Background: an optimization exercise with open tools, aiming at small area, a short achievable clock period and few clock cycles. Do not read the settings as production practice. Only simulation tests tie the RTL to the original design; equivalence was not proved.

[flow/design.v]
module sha512_engine (
  input  wire        clk,
  input  wire        rst,           
  input  wire        req_valid,
  input  wire        req_we,
  input  wire [6:0]  req_addr,
  input  wire [63:0] req_wdata,
  output wire        req_ready,
  output reg         rsp_valid,
  output reg  [63:0] rsp_rdata
);
  localparam [1:0] PH_RND  = 2'd0,    
                   PH_FEED = 2'd1,    
                   PH_LOAD = 2'd2;    
  reg [63:0] hs [0:7];      
  reg [63:0] wv [0:7];      
  reg [63:0] M  [0:31];
  reg [63:0] w  [0:15];     
  reg [63:0] k0, k1;        
  reg        busy;
  reg        done;
  reg [1:0]  ph;
  reg        two;           
  reg        blk;           
  reg [5:0]  cnt;           
  reg        spec_ok;       
  reg [4:0]  spec_n;        
  reg        spec2;         
  function automatic [63:0] rotr(input [63:0] x, input integer n);
    rotr = (x >> n) | (x << (64 - n));
  endfunction
  function automatic [63:0] ssig0(input [63:0] x);
    ssig0 = rotr(x, 1) ^ rotr(x, 8) ^ (x >> 7);
  endfunction
  function automatic [63:0] ssig1(input [63:0] x);
    ssig1 = rotr(x, 19) ^ rotr(x, 61) ^ (x >> 6);
  endfunction
  function automatic [63:0] iv_rom(input [2:0] idx);
    case (idx)
      3'd0: iv_rom = 64'h6a09e667f3bcc908;
      3'd1: iv_rom = 64'hbb67ae8584caa73b;
      3'd2: iv_rom = 64'h3c6ef372fe94f82b;
      3'd3: iv_rom = 64'ha54ff53a5f1d36f1;
      3'd4: iv_rom = 64'h510e527fade682d1;
      3'd5: iv_rom = 64'h9b05688c2b3e6c1f;
      3'd6: iv_rom = 64'h1f83d9abfb41bd6b;
      default: iv_rom = 64'h5be0cd19137e2179;
    endcase
  endfunction
  wire is_status_rd = !req_we && req_addr[3] && !req_addr[5];
  assign req_ready  = !busy || is_status_rd;
  wire acc          = req_valid && req_ready;
  wire acc_rd       = acc && !req_we;
  wire wr_idle      = req_valid && req_we && !busy;
  wire wr_h         = wr_idle && (req_addr[6:3] == 4'b0000);
  wire wr_m         = wr_idle && (req_addr[6:5] == 2'b01);
  wire wr_cmd       = wr_idle && (req_addr == 7'h08);
  wire start1       = wr_cmd && (req_wdata == 64'd1);
  wire start2       = wr_cmd && (req_wdata == 64'd2);
  wire       wr_m_lo    = wr_m && !req_addr[4];                    
  wire       restart    = wr_m_lo && (req_addr[3:0] == 4'd0);
  wire       in_order   = wr_m_lo && spec_ok && ({1'b0, req_addr[3:0]} == spec_n);
  wire       spec_full  = spec_ok && (spec_n == 5'd16) && (cnt[3] || (cnt[2:0] == 3'd7));
  wire       norm_start = start1 && !spec_full;
  wire       spec2_go   = wr_m && req_addr[4] && spec_ok && (spec_n == 5'd16);
  wire       spec_pair  = !busy && spec_ok && !cnt[3] && (spec_n > {1'b0, cnt[2:0], 1'b1})
                          && !restart && !norm_start && !start2 && !spec2_go;
  wire       rd_now     = req_valid && !req_we;
  wire       spec2_pair = !busy && spec2 && (cnt != 6'd39) && !rd_now && !start1 && !wr_m_lo;
  wire       rnd_pair  = busy && (ph == PH_RND);
  wire       pair_edge = rnd_pair || spec_pair || spec2_pair;
  wire       last      = rnd_pair && (cnt == 6'd39);
  wire       feed      = busy && (ph == PH_FEED);
  wire       load      = busy && (ph == PH_LOAD);
  wire       restore   = norm_start || load || restart;
  reg  [5:0] cnt_nx;
  always @* begin
    if (!busy) begin
      if (restart || norm_start || (start2 && !spec2) || spec2_go)
        cnt_nx = 6'd0;
      else if (spec_pair || spec2_pair)
        cnt_nx = cnt + 6'd1;
      else
        cnt_nx = cnt;
    end else if (rnd_pair && !last)
      cnt_nx = cnt + 6'd1;
    else
      cnt_nx = 6'd0;
  end
  reg [63:0] kr0, kr1;
  always @* begin
    case (cnt_nx)
      6'd0: kr0 = 64'h428a2f98d728ae22;
      6'd1: kr0 = 64'hb5c0fbcfec4d3b2f;
      6'd2: kr0 = 64'h3956c25bf348b538;
      6'd3: kr0 = 64'h923f82a4af194f9b;
      6'd4: kr0 = 64'hd807aa98a3030242;
      6'd5: kr0 = 64'h243185be4ee4b28c;
      6'd6: kr0 = 64'h72be5d74f27b896f;
      6'd7: kr0 = 64'h9bdc06a725c71235;
      6'd8: kr0 = 64'he49b69c19ef14ad2;
      6'd9: kr0 = 64'h0fc19dc68b8cd5b5;
      6'd10: kr0 = 64'h2de92c6f592b0275;
      6'd11: kr0 = 64'h5cb0a9dcbd41fbd4;
      6'd12: kr0 = 64'h983e5152ee66dfab;
      6'd13: kr0 = 64'hb00327c898fb213f;
      6'd14: kr0 = 64'hc6e00bf33da88fc2;
      6'd15: kr0 = 64'h06ca6351e003826f;
      6'd16: kr0 = 64'h27b70a8546d22ffc;
      6'd17: kr0 = 64'h4d2c6dfc5ac42aed;
      6'd18: kr0 = 64'h650a73548baf63de;
      6'd19: kr0 = 64'h81c2c92e47edaee6;
      6'd20: kr0 = 64'ha2bfe8a14cf10364;
      6'd21: kr0 = 64'hc24b8b70d0f89791;
      6'd22: kr0 = 64'hd192e819d6ef5218;
      6'd23: kr0 = 64'hf40e35855771202a;
      6'd24: kr0 = 64'h19a4c116b8d2d0c8;
      6'd25: kr0 = 64'h2748774cdf8eeb99;
      6'd26: kr0 = 64'h391c0cb3c5c95a63;
      6'd27: kr0 = 64'h5b9cca4f7763e373;
      6'd28: kr0 = 64'h748f82ee5defb2fc;
      6'd29: kr0 = 64'h84c87814a1f0ab72;
      6'd30: kr0 = 64'h90befffa23631e28;
      6'd31: kr0 = 64'hbef9a3f7b2c67915;
      6'd32: kr0 = 64'hca273eceea26619c;
      6'd33: kr0 = 64'heada7dd6cde0eb1e;
      6'd34: kr0 = 64'h06f067aa72176fba;
      6'd35: kr0 = 64'h113f9804bef90dae;
      6'd36: kr0 = 64'h28db77f523047d84;
      6'd37: kr0 = 64'h3c9ebe0a15c9bebc;
      6'd38: kr0 = 64'h4cc5d4becb3e42b6;
      6'd39: kr0 = 64'h5fcb6fab3ad6faec;
      default: kr0 = 64'h0;
    endcase
  end
  always @* begin
    case (cnt_nx)
      6'd0: kr1 = 64'h7137449123ef65cd;
      6'd1: kr1 = 64'he9b5dba58189dbbc;
      6'd2: kr1 = 64'h59f111f1b605d019;
      6'd3: kr1 = 64'hab1c5ed5da6d8118;
      6'd4: kr1 = 64'h12835b0145706fbe;
      6'd5: kr1 = 64'h550c7dc3d5ffb4e2;
      6'd6: kr1 = 64'h80deb1fe3b1696b1;
      6'd7: kr1 = 64'hc19bf174cf692694;
      6'd8: kr1 = 64'hefbe4786384f25e3;
      6'd9: kr1 = 64'h240ca1cc77ac9c65;
      6'd10: kr1 = 64'h4a7484aa6ea6e483;
      6'd11: kr1 = 64'h76f988da831153b5;
      6'd12: kr1 = 64'ha831c66d2db43210;
      6'd13: kr1 = 64'hbf597fc7beef0ee4;
      6'd14: kr1 = 64'hd5a79147930aa725;
      6'd15: kr1 = 64'h142929670a0e6e70;
      6'd16: kr1 = 64'h2e1b21385c26c926;
      6'd17: kr1 = 64'h53380d139d95b3df;
      6'd18: kr1 = 64'h766a0abb3c77b2a8;
      6'd19: kr1 = 64'h92722c851482353b;
      6'd20: kr1 = 64'ha81a664bbc423001;
      6'd21: kr1 = 64'hc76c51a30654be30;
      6'd22: kr1 = 64'hd69906245565a910;
      6'd23: kr1 = 64'h106aa07032bbd1b8;
      6'd24: kr1 = 64'h1e376c085141ab53;
      6'd25: kr1 = 64'h34b0bcb5e19b48a8;
      6'd26: kr1 = 64'h4ed8aa4ae3418acb;
      6'd27: kr1 = 64'h682e6ff3d6b2b8a3;
      6'd28: kr1 = 64'h78a5636f43172f60;
      6'd29: kr1 = 64'h8cc702081a6439ec;
      6'd30: kr1 = 64'ha4506cebde82bde9;
      6'd31: kr1 = 64'hc67178f2e372532b;
      6'd32: kr1 = 64'hd186b8c721c0c207;
      6'd33: kr1 = 64'hf57d4f7fee6ed178;
      6'd34: kr1 = 64'h0a637dc5a2c898a6;
      6'd35: kr1 = 64'h1b710b35131c471b;
      6'd36: kr1 = 64'h32caab7b40c72493;
      6'd37: kr1 = 64'h431d67c49c100d4c;
      6'd38: kr1 = 64'h597f299cfc657e2a;
      6'd39: kr1 = 64'h6c44198c4a475817;
      default: kr1 = 64'h0;
    endcase
  end
  reg  [3:0] m_sel;
  always @* begin
    if (!busy)
      m_sel = rd_now ? req_addr[4:1] : (spec2 && !start1) ? {1'b0, cnt[2:0] + 3'd1} : 4'd0;
    else if (ph == PH_LOAD)
      m_sel = {blk, 3'd0};
    else
      m_sel = {blk, cnt[2:0] + 3'd1};
  end
  wire [63:0] m_even = M[{m_sel, 1'b0}];
  wire [63:0] m_odd  = M[{m_sel, 1'b1}];
  reg [63:0] rd_value;
  always @* begin
    if (req_addr[6:3] == 4'b0000)
      rd_value = hs[req_addr[2:0]];
    else if (req_addr == 7'h09)
      rd_value = {62'd0, done, busy};
    else if (req_addr[6:5] == 2'b01)
      rd_value = req_addr[0] ? m_odd : m_even;
    else
      rd_value = 64'd0;
  end
  always @(posedge clk) begin
    if (rst)
      rsp_valid <= 1'b0;
    else
      rsp_valid <= acc_rd;
    if (acc_rd)
      rsp_rdata <= rd_value;
  end
  wire [63:0] a = wv[0], b = wv[1], c = wv[2], d = wv[3];
  wire [63:0] e = wv[4], f = wv[5], g = wv[6], h = wv[7];
  wire [63:0] a1, a2, e1, e2;
  sha512_pair u_pair (
    .a(a), .b(b), .c(c), .d(d), .e(e), .f(f), .g(g), .h(h),
    .k0(k0), .k1(k1), .w0(w[14]), .w1(w[15]),
    .a1(a1), .e1(e1), .a2(a2), .e2(e2)
  );
  wire [63:0] fp = (last ? hs[2] : hs[0]) + a;
  wire [63:0] fq = (last ? hs[3] : hs[1]) + b;
  wire [63:0] fr = (last ? hs[6] : hs[4]) + e;
  wire [63:0] fs = (last ? hs[7] : hs[5]) + f;
  wire [63:0] s0 = ssig1(w[14]) + w[9]  + ssig0(w[1]) + w[0];
  wire [63:0] s1 = ssig1(w[15]) + w[10] + ssig0(w[2]) + w[1];
  integer i;
  always @(posedge clk) begin
    k0 <= kr0;
    k1 <= kr1;
    if (wr_m)
      M[req_addr[4:0]] <= req_wdata;
    if (pair_edge)
      for (i = 0; i < 14; i = i + 1)
        w[i] <= w[i + 2];
    if (norm_start || load || spec2_go) begin
      w[14] <= m_even;
      w[15] <= m_odd;
    end else if (pair_edge) begin
      if (cnt[2:0] == 3'd7 || cnt[5:3] != 3'd0) begin
        w[14] <= s0;
        w[15] <= s1;
      end else if (busy || spec2) begin
        w[14] <= m_even;
        w[15] <= m_odd;
      end else if (in_order && !req_addr[0])
        w[14] <= req_wdata;
    end else if (restart || (in_order && !req_addr[0]))
      w[14] <= req_wdata;
    else if (in_order)
      w[15] <= req_wdata;
    if (restore) begin
      for (i = 0; i < 8; i = i + 1)
        wv[i] <= hs[i];
    end else if (spec2_go) begin
      for (i = 0; i < 8; i = i + 1)
        wv[i] <= iv_rom(i[2:0]);
    end else if (pair_edge) begin
      wv[0] <= a2;
      wv[1] <= a1;
      wv[2] <= a;
      wv[3] <= b;
      wv[4] <= e2;
      wv[5] <= e1;
      wv[6] <= e;
      wv[7] <= f;
    end
    if (!busy) begin
      if (wr_h)
        hs[req_addr[2:0]] <= req_wdata;
      if (start2)
        for (i = 0; i < 8; i = i + 1)
          hs[i] <= iv_rom(i[2:0]);
    end else if (last) begin
      hs[2] <= fp;
      hs[3] <= fq;
      hs[6] <= fr;
      hs[7] <= fs;
    end else if (feed) begin
      hs[0] <= fp;
      hs[1] <= fq;
      hs[4] <= fr;
      hs[5] <= fs;
    end
    cnt <= cnt_nx;
    if (rst) begin
      busy    <= 1'b0;
      done    <= 1'b0;
      ph      <= PH_RND;
      two     <= 1'b0;
      blk     <= 1'b0;
      cnt     <= 6'd0;
      spec_ok <= 1'b0;
      spec_n  <= 5'd0;
      spec2   <= 1'b0;
    end else if (!busy) begin
      if (restart) begin
        spec_ok <= 1'b1;
        spec_n  <= 5'd1;
      end else if (in_order)
        spec_n <= spec_n + 5'd1;
      else if (wr_m_lo || wr_h)
        spec_ok <= 1'b0;
      if (wr_m_lo)
        spec2 <= 1'b0;
      if (spec2_go) begin
        spec2   <= 1'b1;
        spec_ok <= 1'b0;
      end
      if (start1 || start2) begin
        spec2   <= 1'b0;
        busy    <= 1'b1;
        done    <= 1'b0;
        two     <= start2;
        blk     <= 1'b0;
        spec_ok <= 1'b0;
        ph      <= (start2 && !spec2) ? PH_LOAD : PH_RND;
      end
    end else begin
      case (ph)
        PH_RND:
          if (last)
            ph <= PH_FEED;
        PH_FEED:
          if (two && !blk) begin
            blk <= 1'b1;
            ph  <= PH_LOAD;
          end else begin
            busy <= 1'b0;
            done <= 1'b1;
          end
        default:
          ph <= PH_RND;
      endcase
    end
  end
endmodule
module sha512_pair (
  input  wire [63:0] a, b, c, d, e, f, g, h,
  input  wire [63:0] k0, k1, w0, w1,
  output wire [63:0] a1, e1, a2, e2
);
  function automatic [63:0] rotr(input [63:0] x, input integer n);
    rotr = (x >> n) | (x << (64 - n));
  endfunction
  function automatic [63:0] bsig0(input [63:0] x);
    bsig0 = rotr(x, 28) ^ rotr(x, 34) ^ rotr(x, 39);
  endfunction
  function automatic [63:0] bsig1(input [63:0] x);
    bsig1 = rotr(x, 14) ^ rotr(x, 18) ^ rotr(x, 41);
  endfunction
  function automatic [63:0] ch(input [63:0] x, input [63:0] y, input [63:0] z);
    ch = (x & y) ^ (~x & z);
  endfunction
  function automatic [63:0] maj(input [63:0] x, input [63:0] y, input [63:0] z);
    maj = (x & y) ^ (x & z) ^ (y & z);
  endfunction
  function automatic [127:0] csa(input [63:0] x, input [63:0] y, input [63:0] z);
    csa = {((x & y) | (x & z) | (y & z)) << 1, x ^ y ^ z};
  endfunction
  wire [63:0]  s1e = bsig1(e);
  wire [63:0]  cha = ch(e, f, g);
  wire [127:0] hkw = csa(h, w0, k0);
  wire [127:0] ea0 = csa(s1e, cha, d);
  wire [127:0] ea1 = csa(ea0[63:0], ea0[127:64], hkw[63:0]);
  wire [127:0] ea2 = csa(ea1[63:0], ea1[127:64], hkw[127:64]);
  assign e1 = ea2[63:0] + ea2[127:64];
  wire [127:0] aa0 = csa(s1e, cha, bsig0(a));
  wire [127:0] aa1 = csa(hkw[63:0], hkw[127:64], maj(a, b, c));
  wire [127:0] aa2 = csa(aa0[63:0], aa0[127:64], aa1[63:0]);
  wire [127:0] aa3 = csa(aa2[63:0], aa2[127:64], aa1[127:64]);
  assign a1 = aa3[63:0] + aa3[127:64];
  wire [127:0] gkw = csa(g, w1, k1);
  wire [127:0] eb0 = csa(gkw[63:0], gkw[127:64], c);
  wire [127:0] eb1 = csa(bsig1(e1), ch(e1, e, f), eb0[63:0]);
  wire [127:0] eb2 = csa(eb1[63:0], eb1[127:64], eb0[127:64]);
  assign e2 = eb2[63:0] + eb2[127:64];
  wire [127:0] ab0 = csa(bsig1(e1), ch(e1, e, f), gkw[63:0]);
  wire [127:0] ab1 = csa(bsig0(a1), maj(a1, a, b), gkw[127:64]);
  wire [127:0] ab2 = csa(ab0[63:0], ab0[127:64], ab1[63:0]);
  wire [127:0] ab3 = csa(ab2[63:0], ab2[127:64], ab1[127:64]);
  assign a2 = ab3[63:0] + ab3[127:64];
endmodule
[flow/flow/run.sh]
#!/bin/bash
# Own flow: the standard layout (standard.sh), with these changes:
#  - synthesis runs flow/my_synth.tcl: the standard script, except that the combinational
#    two-round module is mapped for speed without adder cells (see my_synth.tcl);
#  - timing repair aims at a setup slack of SETUP_SLACK_MARGIN ns at the design's clock
#    period (constraint.sdc is not changed), and may resize cells to other footprints.
# Each step's full log is in orfs/logs; make's output is in run_make.log here.
set -euo pipefail
W=$(pwd)
F=$W/flow
bash "$W/standard.sh" \
  SYNTH_SCRIPT="$F/my_synth.tcl" SYNTH_HIERARCHICAL=1 ABC_CLOCK_PERIOD_IN_PS=3000 \
  SETUP_SLACK_MARGIN=7 MATCH_CELL_FOOTPRINT=0 \
  finish > "$W/run_make.log" 2>&1
[flow/flow/abc_fast.script]
strash
dch
map -D 5500
buffer -c
topo
upsize -c
dnsize -c
[flow/flow/my_synth.tcl]
set my_dir [file dirname [file normalize [info script]]]
set my_fast_modules {sha512_pair}

proc synth {args} { yosys synth -nofsm -noshare {*}$args }

proc my_other_modules {} { return {sha512_engine} }

proc extract_fa {args} {
  foreach m [my_other_modules] { yosys extract_fa {*}$args $m }
}

proc abc {args} {
  foreach m [my_other_modules] { yosys abc {*}$args $m }
  set i [lsearch $args -script]
  if {$i >= 0} { lset args [expr {$i + 1}] [file join $::my_dir abc_fast.script] }
  foreach m $::my_fast_modules { yosys abc {*}$args $m }
}

source $::env(SCRIPTS_DIR)/synth.tcl
# left out here: clear keep_hierarchy, flatten, clean up, hide names made inside functions, write 1_2_yosys.v
[flow/standard.sh]
#!/bin/bash
# synth_recipe.tcl (not shown) runs the flow's synth.tcl, then flattens the netlist and writes it again
# the make line also repeats each setting of config.mk as NAME=value (left out here)
make -C /OpenROAD-flow-scripts/flow DESIGN_CONFIG=/design/flow/config.mk WORK_HOME=/design/flow/orfs CLKGATE_MAP_FILE= SYNTH_SCRIPT=/design/flow/synth_recipe.tcl "${@:-finish}"
[flow/config.mk]
export PLATFORM = sky130hd
export DESIGN_NAME = sha512_engine
export DESIGN_NICKNAME = sha512_engine
export VERILOG_FILES = /design/flow/design.v
export SDC_FILE = /design/flow/constraint.sdc
export NUM_CORES = 8
export LEC_CHECK = 0
export CAP_MARGIN = 40
export CORE_MARGIN = 2
export CORE_UTILIZATION = 40
export PLACE_DENSITY = 0.6
export SLEW_MARGIN = 40
export SYNTH_MEMORY_MAX_BITS = 16384
[flow/constraint.sdc]
create_clock -name core_clock -period 16.0 [get_ports {clk}]
set_input_delay 3.2000 -clock core_clock [delete_from_list [all_inputs] [get_ports {clk}]]
set_output_delay 3.2000 -clock core_clock [all_outputs]
set_load 0.01 [all_outputs]
==> results of run 1 <==
## synth_stat cells (361+ instances only)
master | instances | area share [%]
nand2_1 | 7257 | 10
xnor2_1 | 1168 | 3.8
a21o_1 | 361 | 1.0
ha_1 | 408 | 1.9
o21ai_0 | 1558 | 2.9
a21oi_1 | 1563 | 2.9
nand3_1 | 1171 | 2.2
clkbuf_1 | 895 | 1.3
edfxtp_1 | 4160 | 47
nor2_1 | 2389 | 3.4
inv_1 | 2156 | 3.0
xor2_1 | 1216 | 4.0
## layer usage
layer	vias to the layer above	share of wire, %	track usage, %	wire length (um)
li1	103644	-	-	-
met1	129067	36	63.7	646000
met2	22695	37	65.4	667000
met3	5207	17	28.8	312000
met4	181	10	41.4	185000
met5	-	0.26	3.55	4640
## what timing repair did
action,4_1_cts,5_1_grt
endpoints found under the setup margin,163,121
pin swaps,339,522
gates resized for setup,2351,1576
buffers inserted,499,367
## kinds of logic (layout without fill, tap and decap cells)
kind of cell | count (synthesis) | count (layout)
simple gates | 12398 | 12398
buf+inv | 3444 | 5180
compound gates | 5694 | 5694
other cells | 0 | 611
xor+xnor | 2474 | 2474
mux | 275 | 275
flops | 4308 | 4308
fa+ha+maj | 678 | 678
## flip-flops by register name, indices dropped and copies added, names as in the netlist
signal / count
M: 2048
blk: 1
busy: 1
cnt: 6
done: 1
hs: 512
k0: 64
k1: 64
ph: 2
rsp_rdata: 64
rsp_valid: 1
spec2: 1
spec_n: 5
spec_ok: 1
two: 1
w: 1024
wv: 512
## cell usage in the layout (no fill, tap or decap), drive strengths merged, types with 134 or more instances in the layout
| cell type | n |
|---|---|
| ha | 408 |
| a31oi | 297 |
| inv | 2170 |
| dfxtp | 148 |
| a311oi | 261 |
| nor3 | 191 |
| a21oi | 1599 |
| nand4 | 137 |
| nor2 | 2479 |
| or2 | 367 |
| o21ai | 1773 |
| a21boi | 176 |
| xnor2 | 1200 |
| diode | 611 |
| a22oi | 134 |
| xor2 | 1272 |
| and2 | 177 |
| a21o | 361 |
| buf | 2019 |
| nand2 | 7317 |
| nand3 | 1174 |
| clkbuf | 600 |
| and3 | 232 |
| fa | 256 |
| o22ai | 198 |
| edfxtp | 4160 |
| clkinv | 204 |
## Yosys stat by module (local to each module, per instance)
module	cell area, sq um	flip-flops and latches
sha512_pair	58100	0
sha512_engine	208000	4308
## worst max-delay path, delay by kind of cell (launching register included)
kind            cells  cell delay, ns
buf+inv            10            1.57
mux                 1            0.36
simple gates       19            2.85
compound gates     10            2.60
xor+xnor            3            0.52
fa+ha+maj           2            0.73
flops               1            0.40
## stage by stage
stage / setup WS (ns) / util, % / instances / area (sq um)
2_1_floorplan: 5.95 / - / 29271 / 266000
3_3_place_gp: 2.38 / 42.6 / 38016 / 283000
3_5_place_dp: 3.68 / 43.2 / 38114 / 286000
4_1_cts: 6.86 / 48.0 / 39501 / 318000
5_1_grt: 6.63 / 49.8 / 40245 / 330000
6_report: 6.53 / 49.9 / 40497 / 331000
## layout make-up
cell class | count | area, sq um
fill | 61531 | 332000
tap | 8879 | 11100
clock inverter | 300 | 3370
inverter | 2189 | 8390
sequential | 4308 | 128000
multi-input combinational | 21519 | 146000
clock buffer | 588 | 12500
antenna | 611 | 1530
timing repair buffer | 2103 | 20700
## final timing paths
| check | from | end | cells past startpoint |
|---|---|---|---|
| setup / recovery | wv[4][39] | wv[0][61] | 45 |
| setup reg to reg | wv[4][39] | wv[0][61] | 45 |
| hold reg to reg | w[11][45] | w[9][45] | 0 |
| hold / removal | w[11][45] | w[9][45] | 0 |
==> run summary, run 1 <==
* Register area share after synthesis at 48.0%
* Synth async-reset ratio at 0%
* CP arrival at 10.26 ns
* Layout area overhead at 24.4%
* Largest family of logic cells by synthesized area: simple AND/OR/NAND/NOR gates
* Tcrit/Tclk final at 59.2%
* WHS at 0.322 ns
* Vert. Die Dim at 820 um
* Setup violators final at 0
* Root buf cell: clkbuf_16
* Critical Setup Path Class: reg -> reg
* Final #Nets at 31335
* Port Buffers at 140
* Slowest CP cell: o21ai_1
* Avg Vias per Cell at 6.44
* Setup TNS at 0 ns
* Core Region at 663000 sq um
* Post-Route WL at 1820000 um
* Hold_buf cts at 0
* Simple-gate portion of the synthesized area at 19.6%
* Post-route ant nets at 0
* Worst-Margin Slew at 1.17 ns
* Synth Flop Type: edfxtp_1
* Clock Latency Late Sink at 1.19 ns
* Largest net degree at the start of global routing at 186
* Initial Util at 40.1%
* Synth Cell Area at 266000 sq um
* Relative slew margins at between 20% and 30%
* GPL Wtd Cong at 1.19
* Final Hold Vio Count at 0
* Share of layout cells above drive strength 1 at 20.5%
* Via count at 260794
* Overall routing resource usage at between 50% and 60%
* Max clock buf depth at 4
* DP HPWL at around 1400000 um
* Drt drc at 0
* Flops & latches, synth at between 4000 and 5000
* Num CTS Buffers at 475
* Die W at 820 um
* Max-slew violations at 0
* Die Footprint at approximately 670000 sq um
* Post-DR wirelength/cell at 44.8 um
* Worst Path Max Fanout at 5
* Worst Hold Class: reg -> reg
* Synth Area in Adders at 3.90%
* Status: complete, no violations
* Slowest stage delay, CP at 0.58 ns
* Crit. End Element: register
* H-tree depth at 5
* Multiplexer share of the synthesized area at 1.65%
* TritonRoute pass-1 iters at 10
* Final clock skew at 0.177 ns
* Clock transition at path regs at 0.07 ns
* Mapped Avg Cell Area at slightly above 9 sq um
* Final min period at 9.47 ns
* Row count at 299
* First-pass GRT wire length at approximately 2300000 um
* Ys Warns at 12
* RSZ-0062 raised after global routing: yes
* CP Data Required Time at 16.79 ns
* CTS sink count at ~4300
* FMAX at 106 MHz
* MaxCap Viol Count at 0
* Synth unique cells at about 150
* Io pins at 141
* Crit start category: register
* Initial antenna violation count at between 300 and 400
* GRT overflow at 0
* Post-Syn Instances at 29271
* Number of synthesized flops with an enable pin at around 4200
* FF-to-FF setup slack at ~6.5 ns
* Area fraction in compound gates after synthesis at 13.3%
* DRT iter0 DRCs at 48410
* Post-Syn Nets at 30010
* Vias in the first global route at 224197
* CTS tree: done
* Synth Area in XOR/XNOR at 8.46%
* Most used cell, CP: nand2_1
Testbench counts, summed over its fixed seeds: cycles 20,498.
==> run 2, diff against run 1 <==
--- a/flow/flow/run.sh
+++ b/flow/flow/run.sh
@@ -11,4 +11,4 @@
 bash "$W/standard.sh" \
   SYNTH_SCRIPT="$F/my_synth.tcl" SYNTH_HIERARCHICAL=1 ABC_CLOCK_PERIOD_IN_PS=3000 \
-  SETUP_SLACK_MARGIN=7 MATCH_CELL_FOOTPRINT=0 \
+  SETUP_SLACK_MARGIN=6 MATCH_CELL_FOOTPRINT=0 \
   finish > "$W/run_make.log" 2>&1
==> flow/flow/abc_fast.script (replaced) <==
strash
dch
map -D 5000
buffer -c
topo
upsize -c
dnsize -c
==> run 2 against run 1 <==
The layout now fails its checks (antenna violations). Synthesized area is 1.3% higher. Worst setup slack worse by 0.80 ns. Synthesized cell count grew 2.5%. Critical endpoint is now wv[4][60].
==> run summary, run 2 <==
* Critical Setup Path Class: reg -> reg
* Register area share after synthesis at 47.4% (-0.62 points)
* Crit path to: wv[4][60]
* Synth top area cells: edfxtp_1 (46%), nand2_1 (11%), xor2_1 (3.9%)
* FMAX at 97.3 MHz (-7.8%)
* Io pins at 141 (unchanged)
* DP HPWL at 1310000 um (-7.8%)
* Most used cell, CP: nand2_1
* Synth Area in XOR/XNOR at 8.08% (-0.38 points)
* Synth Cell Area at 270000 sq um (+1.3%)
* Layout check failures: antenna violations
* Slowest CP cell: o21ai_2
* Critical path startpoint: wv[4][16]
* Non-filler instance count after layout at 40273 (-0.55%)
* Placed cell count at 38790 (+1.8%)
* CTS sink count at 4308 (unchanged)
* Initial antenna violation count at 273 (-16%)
* Num CTS Buffers at 478 (+0.63%)
* R2R depth at 41 (-8.9%)
* Die W at 825 um (+0.65%)
* Setup violators final at 0 (unchanged)
* CP Data Required Time at 16.86 ns (+0.07 ns)
* Post-synth top area share at 46.3% (-0.60 points)
* Vias in the first global route at 225817 (+0.72%)
* Port Buffers at 140 (unchanged)
* Flops & latches, synth at 4308 (unchanged)
* H-tree depth at 5 (unchanged)
* Row count at 301 (+0.67%)
* R2r endpoint: wv[4][60]
* Worst Path Max Fanout at 10 (+5)
* RSZ-0062 raised after global routing: yes
* Status: complete, but fails checks
* TritonRoute pass-1 iters at 11 (+1)
* Commonest non-fill, non-tap cell in the layout: nand2_1
* MaxCap Viol Count at 0 (unchanged)
* Overall routing resource usage at 47.7% (-4.2 points)
* Multiplexer share of the synthesized area at 1.57% (-0.084 points)
* Die Footprint at 681000 sq um (+1.3%)
* Cell taking the most area after synthesis: edfxtp_1
* Post-route ant nets at 3 (+3)
* Initial Util at 40.1% (about the same)
* Final #Nets at 31343 (+0.026%)
* Commonest non-fill, non-tap cells in the layout: nand2_1 (7664), edfxtp_1 (4160), inv_1 (2072)
* Max reg flops at 2048 (unchanged)
* Count leader, synth: nand2_1
* Post-Syn Instances at 30006 (+2.5%)
* Final Hold Vio Count at 0 (unchanged)
* Core Region at 672000 sq um (+1.3%)
* Tcrit/Tclk final at 64.2% (+5.0 points)
* Clock Latency Late Sink at 1.17 ns (-0.02 ns)
* GPL Wtd Cong at 1.25 (+5.2%)
* Via count at 260066 (-0.28%)
* Util after Layout at 46.6% (-3.3 points)
* Relative slew margins at 16.6% (-4.8 points)
* FF-to-FF setup slack at 5.72 ns (-0.80 ns)
* Worst-Margin Slew at 1.25 ns (+0.0789 ns)
* Worst Hold Class: reg -> reg
* Largest net degree at the start of global routing at 185 (-0.54%)
* DRT iter0 DRCs at 45845 (-5.3%)
* Hold_buf cts at 0 (unchanged)
* Drt drc at 0 (unchanged)
* Crit start category: register
* Vert. Die Dim at 825 um (+0.65%)
* Mapped Avg Cell Area at 8.99 sq um (-1.2%)
* Ys Warns at 12 (unchanged)
* Max-slew violations at 0 (unchanged)
* Reg2Reg Launch Point: wv[4][16]
* Area fraction in compound gates after synthesis at 13.7% (+0.38 points)
* First-pass GRT wire length at 2150000 um (-5.2%)
* CP arrival at 11.13 ns (+0.87 ns)
* WHS at 0.379 ns (+0.0567 ns)
* Post-DR wirelength/cell at 41.9 um (-6.6%)
* Synth Area in Adders at 3.82% (-0.074 points)
* Avg Vias per Cell at 6.46 (+0.28%)
* Simple-gate portion of the synthesized area at 20.6% (+0.93 points)
* Synth async-reset ratio at 0% (unchanged)
* Root buf cell: clkbuf_16
* Post-synth top cells: nand2_1 (7767), edfxtp_1 (4160), nor2_1 (2236)
* CTS tree: done
* Final clock skew at 0.121 ns (-0.0558 ns)
* Slowest stage delay, CP at 0.79 ns (+0.21 ns)
* Post-Route WL at 1690000 um (-7.1%)
* Synth Flop Type: edfxtp_1
* Fill count at 64402 (+4.7%)
* Post-Syn Nets at 30745 (+2.4%)
* Layout area overhead at 16.0%
* Setup TNS at 0 ns (unchanged)
* Largest family of logic cells by synthesized area: simple AND/OR/NAND/NOR gates
* Share of layout cells above drive strength 1 at 12.2% (-8.3 points)
* Final min period at 10.28 ns (+0.803 ns)
* Synth unique cells at 148 (+2.1%)
* Number of synthesized flops with an enable pin at 4160 (unchanged)
* GRT overflow at 0 (unchanged)
* Clock transition at path regs at 0.07 ns (about the same)
* Crit. End Element: register
* Max clock buf depth at 4 (unchanged)
[run 2: worst max-delay path: cells and delay by family (launching register included)]
kind | cells | cell delay [ns]
AND/OR/NAND/NOR | 25 | 5.35
AO/OA/AOI/OAI | 8 | 2.28
buffers and inverters | 6 | 1.47
XOR/XNOR | 2 | 0.50
flip-flops | 1 | 0.37
[run 2: per-module statistics from Yosys, one instance, submodules excluded]
module         cell area [sq um]  flip-flops and latches  times used  cells
sha512_engine             208000                    4308           1  18201
sha512_pair                61600                       0           1  11805
[run 2: final cells by class]
| class | instances | area (sq um) | share of cell area (%) |
|---|---|---|---|
| sequential | 4308 | 128000 | 40.9 |
| multi-input combinational | 22306 | 137000 | 43.7 |
| antenna | 320 | 801 | 0.256 |
| timing repair buffer | 1366 | 12900 | 4.12 |
| tap | 8938 | 11200 | 3.57 |
| clock buffer | 607 | 12700 | 4.05 |
| clock inverter | 284 | 2790 | 0.891 |
| inverter | 2144 | 8090 | 2.58 |
[run 2: how the worst min path moves through the flow]
stage,start,endpoint,cells past startpoint
final,w[6][30],w[4][30],0
after global routing,w[5][11],w[3][11],0
after CTS,w[5][11],w[3][11],0
after detailed placement,w[12][0],w[10][0],0
after global placement,w[5][31],w[3][31],0
after floorplan,w[12][0],w[10][0],0
[run 2: timing repair]
item	in CTS	in global routing
endpoints found under the hold margin	0	0
pin swaps	27	69
setup buffers	126	124
resized for setup	335	580
setup endpoints to repair	115	110
[run 2: kinds of logic (layout without fill, tap and decap cells)]
| family | after synthesis | after routing |
|---|---|---|
| fa+ha+maj | 672 | 672 |
| buf+inv | 3392 | 4401 |
| flops | 4308 | 4308 |
| xor+xnor | 2383 | 2383 |
| mux | 258 | 258 |
| compound gates | 5928 | 5928 |
| other cells | 0 | 320 |
| simple gates | 13065 | 13065 |
[run 2: layer usage]
metal / vias up / global-route usage (%) / wire, um
met5: - / 4.31 / 4750
met4: 131 / 45.2 / 205000
met3: 5713 / 24.2 / 267000
met2: 21652 / 62.8 / 641000
met1: 127265 / 54.7 / 569000
li1: 105305 / - / -
[run 2: stage by stage]
step | area, sq um | setup WS (ns)
after floorplan | 270000 | 5.74
after global placement | 285000 | 2.90
after detailed placement | 288000 | 4.15
after CTS | 307000 | 5.88
after global routing | 313000 | 5.91
final | 313000 | 5.72
==> run 3, diff against run 2 <==
--- a/flow/flow/run.sh
+++ b/flow/flow/run.sh
@@ -11,4 +11,4 @@
 bash "$W/standard.sh" \
   SYNTH_SCRIPT="$F/my_synth.tcl" SYNTH_HIERARCHICAL=1 ABC_CLOCK_PERIOD_IN_PS=3000 \
-  SETUP_SLACK_MARGIN=6 MATCH_CELL_FOOTPRINT=0 \
+  SETUP_SLACK_MARGIN=6.5 MATCH_CELL_FOOTPRINT=0 \
   finish > "$W/run_make.log" 2>&1
==> flow/flow/abc_fast.script (replaced) <==
strash
dch
map -D 5500
buffer -c
topo
upsize -c
dnsize -c
==> run 3 against run 2 <==
The run now finishes clean. Largest cell class unchanged. Sequential share of layout area is 1.3 points lower. Worst hold slack got worse by 0.056 ns. Critical path type unchanged. Highest routed layer unchanged. Synthesized area down 1.3%.
==> run summary, run 3 <==
* Placed cell count at 38065 (-1.9%)
* Final Hold Vio Count at 0 (unchanged)
* GPL Wtd Cong at 1.20 (-3.4%)
* Multiplexer share of the synthesized area at 1.65% (+0.084 points)
* Post-synth top cells: nand2_1 (7257), edfxtp_1 (4160), nor2_1 (2389)
* Slowest stage delay, CP at 0.77 ns (-0.02 ns)
* WHS at 0.323 ns (-0.0562 ns)
* Vias in the first global route at 221836 (-1.8%)
* GRT overflow at 0 (unchanged)
* Io pins at 141 (unchanged)
* Clock transition at path regs at 0.08 ns (about the same)
* Clock Latency Late Sink at 1.18 ns (about the same)
* Setup violators final at 0 (unchanged)
* Ys Warns at 12 (unchanged)
* Simple-gate portion of the synthesized area at 19.6% (-0.93 points)
* Area fraction in compound gates after synthesis at 13.3% (-0.38 points)
* Post-route setup slack at 6.17 ns (+0.446 ns)
* Crit start category: register
* MaxCap Viol Count at 0 (unchanged)
* Max reg flops at 2048 (unchanged)
* First-pass GRT wire length at 2250000 um (+4.6%)
* TritonRoute pass-1 iters at 13 (+2)
* Port Buffers at 140 (unchanged)
* Tcrit/Tclk final at 61.4% (-2.8 points)
* H-tree depth at 5 (unchanged)
* Synth Cell Area at 266000 sq um (-1.3%)
* Post-Route WL at 1790000 um (+6.3%)
* Avg Vias per Cell at 6.40 (-0.94%)
* Commonest non-fill, non-tap cells in the layout: nand2_1 (6973), edfxtp_1 (4160), inv_1 (2109)
* Root buf cell: clkbuf_16
* Final #Nets at 31016 (-1.0%)
* FF-to-FF setup slack at 6.17 ns (+0.45 ns)
* Relative slew margins at 24.7% (+8.2 points)
* Mapped Avg Cell Area at 9.10 sq um (+1.2%)
* Overall routing resource usage at 51.4% (+3.7 points)
* Num CTS Buffers at 477 (-0.21%)
* Final clock skew at 0.172 ns (+0.0512 ns)
* CP Data Required Time at 16.78 ns (-0.08 ns)
* Synth async-reset ratio at 0% (unchanged)
* Largest net degree at the start of global routing at 206 (+11%)
* Share of layout cells above drive strength 1 at 17.6% (+5.4 points)
* Dpl ws at 3.74 ns (-0.408 ns)
* Layout area overhead at 21.4%
* Worst-Margin Slew at 1.13 ns (-0.122 ns)
* Status: complete, no violations
* DRT iter0 DRCs at 46065 (+0.48%)
* RSZ-0062 raised after global routing: yes
* DP HPWL at 1420000 um (+8.3%)
* Synth Area in Adders at 3.90% (+0.074 points)
* Cell taking the most area after synthesis: edfxtp_1
* Flops & latches, synth at 4308 (unchanged)
* Worst Path Max Fanout at 4 (-6)
* Row count at 299 (-0.66%)
* Worst Hold Launch: w[6][37]
* Reg2Reg Launch Point: wv[0][27]
* Drt drc at 0 (unchanged)
* Commonest non-fill, non-tap cell in the layout: nand2_1
* Max clock buf depth at 4 (unchanged)
* Hold Crit Depth at 0 (unchanged)
* Post-synth top area share at 46.9% (+0.60 points)
* Synth Flop Type: edfxtp_1
* Die W at 820 um (-0.64%)
* Synth unique cells at 145 (-2.0%)
* R2r endpoint: wv[0][61]
* Setup TNS at 0 ns (unchanged)
* Sink of the worst hold path: w[4][37]
* Vert. Die Dim at 820 um (-0.64%)
* Max-slew violations at 0 (unchanged)
* Synth Area in XOR/XNOR at 8.46% (+0.38 points)
* Final instance area at 323000 sq um (+3.2%)
* Initial Util at 40.1% (about the same)
* Worst Hold Class: reg -> reg
* Non-filler instance count after layout at 40146 (-0.32%)
* Fill count at 62003 (-3.7%)
* Via count at 256821 (-1.2%)
* Register area share after synthesis at 48.0% (+0.62 points)
* Post-route ant nets at 0 (-3)
* R2R depth at 46 (+12%)
* Critical Setup Path Class: reg -> reg
* Slowest CP cell: a21oi_4
* CTS sink count at 4308 (unchanged)
* Number of synthesized flops with an enable pin at 4160 (unchanged)
* Most used cell, CP: nand2_1
* FMAX at 102 MHz (+4.5%)
* Final min period at 9.83 ns (-0.446 ns)
* Die Footprint at 672000 sq um (-1.3%)
* Post-Syn Instances at 29271 (-2.4%)
* Cell Area, Placed at 286000 sq um (-0.71%)
* Largest family of logic cells by synthesized area: simple AND/OR/NAND/NOR gates
* Count leader, synth: nand2_1
* Post-DR wirelength/cell at 44.7 um (+6.7%)
* CP arrival at 10.61 ns (-0.52 ns)
* Crit. End Element: register
* Core Region at 663000 sq um (-1.3%)
* Post-Syn Nets at 30010 (-2.4%)
* CTS tree: done
* Synth top area cells: edfxtp_1 (47%), nand2_1 (10%), xor2_1 (4.0%)
* Initial antenna violation count at 295 (+8.1%)
==> run 3: changes by cell type after synthesis, sizes merged, moves of 77 or more <==
cell	delta
nand2	-503
nand3	-244
nor2	+180
nand4	-150
o21ai	-98
or2	+77
==> run 3: final cells by class <==
type / instances / area (sq um) / area share [%]
multi-input combinational: 21519 / 141000 / 43.6
sequential: 4308 / 128000 / 39.6
timing repair buffer: 1782 / 17900 / 5.55
clock buffer: 572 / 12400 / 3.84
tap: 8879 / 11100 / 3.44
inverter: 2189 / 8330 / 2.58
clock inverter: 316 / 3250 / 1.00
antenna: 581 / 1450 / 0.450
==> run 3: logic make-up after synthesis <==
family / count (synthesis)
adder cells (fa/ha/maj): 678
XOR/XNOR: 2474
flip-flops: 4308
multiplexers: 275
buffers and inverters: 3444
AND/OR/NAND/NOR: 12398
AO/OA/AOI/OAI: 5694
==> run 3: critical path, delay by kind of cell, from the launching register on <==
kind / cells / cell delay, ns
AND/OR/NAND/NOR: 25 / 3.59
AO/OA/AOI/OAI: 9 / 2.43
buffers and inverters: 6 / 1.36
XOR/XNOR: 6 / 1.24
flip-flops: 1 / 0.71
==> run 3: worst max-delay path by stage <==
stage	depth (start not counted)	endpoint	startpoint
floorplan	6	hs[7][0]	req_addr[0]
global placement	39	wv[0][60]	wv[4][47]
detailed placement	37	wv[4][55]	wv[4][46]
CTS	48	wv[0][56]	wv[4][17]
global route	47	wv[0][56]	w[14][6]
finish	46	wv[0][61]	wv[0][27]
==> run 3: metal layers <==
| metal | vias to the layer above | wire (um) | part of all wire (%) | GRT usage (%) |
|---|---|---|---|---|
| li1 | 103023 | - | - | - |
| met1 | 127006 | 644000 | 36 | 63.6 |
| met3 | 4939 | 299000 | 17 | 27.2 |
| met4 | 138 | 190000 | 11 | 42.8 |
| met5 | - | 3150 | 0.18 | 2.06 |
| met2 | 21715 | 656000 | 37 | 64.6 |
==> run 3: repair_timing <==
item                                    in CTS  in global routing
resized for setup                         1286               1417
hold buffers                                 0                  0
pin swaps                                  133                289
buffers inserted                           324                274
endpoints found under the setup margin     129                 99
==> run 3: modules after synthesis (local to each module, per instance) <==
module | times used | area [sq um]
sha512_pair | 1 | 58100
sha512_engine | 1 | 208000
==> run 3: per-stage QoR <==
stage                     utilization [%]
after floorplan                         -
after global placement               42.5
after detailed placement             43.2
after CTS                            47.1
after global routing                 48.6
final                                48.7
==> run 4, diff against run 3 <==
==> flow/run.sh (new file) <==
#!/bin/bash
# synth_recipe.tcl (not shown) runs the flow's synth.tcl, then flattens the netlist and writes it again
# the make line also repeats each setting of config.mk as NAME=value (left out here)
make -C /OpenROAD-flow-scripts/flow DESIGN_CONFIG=/design/flow/config.mk WORK_HOME=/design/flow/orfs CLKGATE_MAP_FILE= SYNTH_SCRIPT=/design/flow/synth_recipe.tcl finish
--- a/flow/config.mk
+++ b/flow/config.mk
@@ -6,8 +6,10 @@
 export NUM_CORES = 8
 export LEC_CHECK = 0
-export CAP_MARGIN = 40
+export ABC_CLOCK_PERIOD_IN_PS = 3000
+export CAP_MARGIN = 30
 export CORE_MARGIN = 2
-export CORE_UTILIZATION = 40
-export PLACE_DENSITY = 0.6
-export SLEW_MARGIN = 40
+export CORE_UTILIZATION = 45
+export PLACE_DENSITY = 0.65
+export SETUP_SLACK_MARGIN = 5
+export SLEW_MARGIN = 30
 export SYNTH_MEMORY_MAX_BITS = 16384
removed: flow/flow/run.sh
removed: flow/flow/abc_fast.script
removed: flow/flow/my_synth.tcl
removed: flow/standard.sh
==> run 4 against run 3 <==
Still clean. Routed wire length decreased by 23%. Cell count decreased by 24%. Clock-buffer cell count decreased by 11. Worst hold slack improved by 0.074 ns. Synthesized cell count decreased by 25%. Critical path depth decreased by 1. Core utilization increased by 3.8 points. First-iteration DRC count decreased by 19%. Worst setup slack got worse by 1.7 ns. Synthesized area decreased by 6.8%. Critical endpoint is now wv[0][63]. Largest cell class is now flip-flops and latches.
==> run summary, run 4 <==
* Crit start category: register
* Fill count at 47908 (-23%)
* Worst Path Max Fanout at 5 (+1)
* First-pass GRT wire length at 1780000 um (-21%)
* Slowest CP cell: fa_1
* Mapped Avg Cell Area at 11.3 sq um (+24%)
* Max-slew violations at 0 (unchanged)
* Max reg flops at 2048 (unchanged)
* Share of layout cells above drive strength 1 at 14.3% (-3.3 points)
* CP Data Required Time at 16.81 ns (+0.03 ns)
* Post-synth top cells: edfxtp_1 (4160), nand2_1 (4151), inv_1 (1246)
* Num CTS Buffers at 463 (-2.9%)
* DRT iter0 DRCs at 37351 (-19%)
* Die Footprint at 557000 sq um (-17%)
* Worst Hold Class: reg -> reg
* Flops & latches, synth at 4308 (unchanged)
* Setup violators final at 0 (unchanged)
* Core Region at 549000 sq um (-17%)
* Post-route ant nets at 0 (unchanged)
* Non-filler instance count after layout at 30632 (-24%)
* Vert. Die Dim at 747 um (-8.9%)
* Initial antenna violation count at 224 (-24%)
* Synth Flop Type: edfxtp_1
* Final clock skew at 0.161 ns (-0.0112 ns)
* DP HPWL at 1060000 um (-25%)
* Met2 GRT Util at 65.1% (+0.46 points)
* Relative slew margins at 6.50% (-18 points)
* Crit. End Element: register
* WHS at 0.397 ns (+0.0745 ns)
* GPL Wtd Cong at 1.18 (-2.4%)
* Synth unique cells at 121 (-17%)
* Layout area overhead at 16.3%
* Post-DR wirelength/cell at 45.3 um (+1.5%)
* Final Hold Vio Count at 0 (unchanged)
* Number of synthesized flops with an enable pin at 4160 (unchanged)
* Hold_buf cts at 0 (unchanged)
* Final #Nets at 24489 (-21%)
* Max clock buf depth at 4 (unchanged)
* Drt drc at 0 (unchanged)
* Commonest non-fill, non-tap cell in the layout: edfxtp_1
* CTS tree: done
* FMAX at 86.5 MHz (-15%)
* Cell taking the most area after synthesis: edfxtp_1
* Final min period at 11.56 ns (+1.73 ns)
* GR Util met3 at 20.3% (-6.9 points)
* Ys Warns at 6 (-6)
* TritonRoute pass-1 iters at 10 (-3)
* CTS sink count at 4308 (unchanged)
* Met1 Resource Use GR at 59.6% (-4.0 points)
* Count leader, synth: edfxtp_1
* Post-synth top area share at 50.3% (+3.4 points)
* Root buf cell: clkbuf_16
* Via count at 204234 (-20%)
* Post-Route WL at 1390000 um (-23%)
* Slowest stage delay, CP at 0.57 ns (-0.20 ns)
* Io pins at 141 (unchanged)
* GR peak layer: met2
* Critical Setup Path Class: reg -> reg
* Commonest non-fill, non-tap cells in the layout: edfxtp_1 (4160), nand2_1 (4129), nand3_1 (1237)
* Die W at 747 um (-8.9%)
* MaxCap Viol Count at 0 (unchanged)
* GRT overflow at 0 (unchanged)
* CP arrival at 12.37 ns (+1.76 ns)
* Final instance area at 289000 sq um (-11%)
* Clock Latency Late Sink at 1.18 ns (about the same)
* Register area share after synthesis at 51.5% (+3.5 points)
* RSZ-0062 raised after global routing: yes
* Placed cell count at 28952 (-24%)
* Status: complete, no violations
* Synth top area cells: edfxtp_1 (50%), fa_1 (9.7%), nand2_1 (6.3%)
* Synth Cell Area at 248000 sq um (-6.8%)
* Vias in the first global route at 182370 (-18%)
* Worst-Margin Slew at 1.40 ns (+0.273 ns)
* Synth async-reset ratio at 0% (unchanged)
* Setup TNS at 0 ns (unchanged)
* Largest net degree at the start of global routing at 184 (-11%)
* Port Buffers at 140 (unchanged)
* Post-Syn Nets at 23847 (-21%)
* Tcrit/Tclk final at 72.2% (+11 points)
* Row count at 272 (-9.0%)
* Post-Syn Instances at 21916 (-25%)
* Initial Util at 45.2% (+5.1 points)
* Avg Vias per Cell at 6.67 (+4.2%)
* Overall routing resource usage at 48.5% (-2.9 points)
* Cell Area, Placed at 262000 sq um (-8.5%)
* Clock transition at path regs at 0.06 ns (-0.02 ns)
* H-tree depth at 5 (unchanged)
==> run 4: changes by cell type in the layout (fill, tap and decap cells not counted), sizes merged, moves of 391 or more <==
| cell | delta |
|---|---|
| inv | -913 |
| a21oi | -677 |
| nand2 | -3165 |
| o21ai | -683 |
| fa | +942 |
| nor2 | -1760 |
| xor2 | -814 |
| buf | -391 |
==> run 4: layer usage <==
metal,wire [um],up-vias
li1,-,79755
met1,482000,102786
met2,549000,17550
met3,203000,4063
met4,153000,80
met5,1730,-
==> run 4: worst max-delay path, delay by kind of cell (launching register included) <==
kind	cells	cell delay [ns]
fa+ha+maj	7	3.15
compound gates	14	2.85
simple gates	9	1.57
xor+xnor	6	1.56
buf+inv	8	1.10
flops	1	0.52
mux	1	0.46
==> run 4: worst paths after layout <==
path,from,endpoint,slack [ns],depth (start not counted)
worst min register to register,w[12][8],w[10][8],0.40,0
worst min-delay path,w[12][8],w[10][8],0.40,0
worst max register to register,wv[4][25],wv[0][63],4.44,45
worst max-delay path,wv[4][25],wv[0][63],4.44,45
==> run 4: final cells by class <==
class	instances	area, sq um	area share (%)
tap	7261	9080	3.15
multi-input combinational	15150	118000	41.0
inverter	1251	4700	1.63
clock buffer	561	12000	4.17
timing repair buffer	1384	12400	4.29
antenna	414	1040	0.359
sequential	4308	128000	44.3
clock inverter	303	3200	1.11
==> run 4: per-stage QoR <==
step / util (%) / setup slack (ns)
floorplan: - / 3.02
global placement: 47.6 / 1.23
detailed placement: 47.7 / 1.45
CTS: 51.9 / 4.78
global route: 52.5 / 4.45
finish: 52.6 / 4.44
==> run 4: logic make-up after synthesis <==
group,count (synthesis),synth area share (%)
xor+xnor,1674,5.92
fa+ha+maj,1918,13.2
flops,4308,51.5
mux,359,2.12
buf+inv,2458,3.88
simple gates,6945,12.0
compound gates,4254,11.3
==> run 4: repair_timing <==
| item | in CTS | in global routing |
|---|---|---|
| pin swaps | 232 | 138 |
| setup buffers | 321 | 75 |
| gates resized for setup | 769 | 295 |
| setup endpoints to repair | 107 | 57 |

## re-timing with driven ports
The results above use ideal ports. As a check the final layouts listed here were re-extracted and re-timed, cells and wires unchanged. Step 1: set_driving_cell puts a clkbuf_16 on clk and a buf_2 on each other input, an assumption about the parent block. Step 2 times the ports against the registers' clock, not the clock port: input delays grow and output delays shrink by t, the midpoint of the rising clock arrivals with the driver on. a / b / c = no drivers / after step 1 / after step 2; a / b = the first two.
run | t (ns) | setup WS [ns] | cell pins on the clock port's net
run 1 | 1.267 | 6.526 / 6.526 / 5.640 | 1
run 2 | 1.256 | 5.723 / 5.723 / 5.010 | 1
run 3 | 1.260 | 6.169 / 6.169 / 5.135 | 1
run 4 | 1.240 | 4.441 / 4.441 / 4.441 | 1
The setup slack of run 3, which loses most, moves by 0.000 ns with the drivers and by -1.034 ns with both steps.
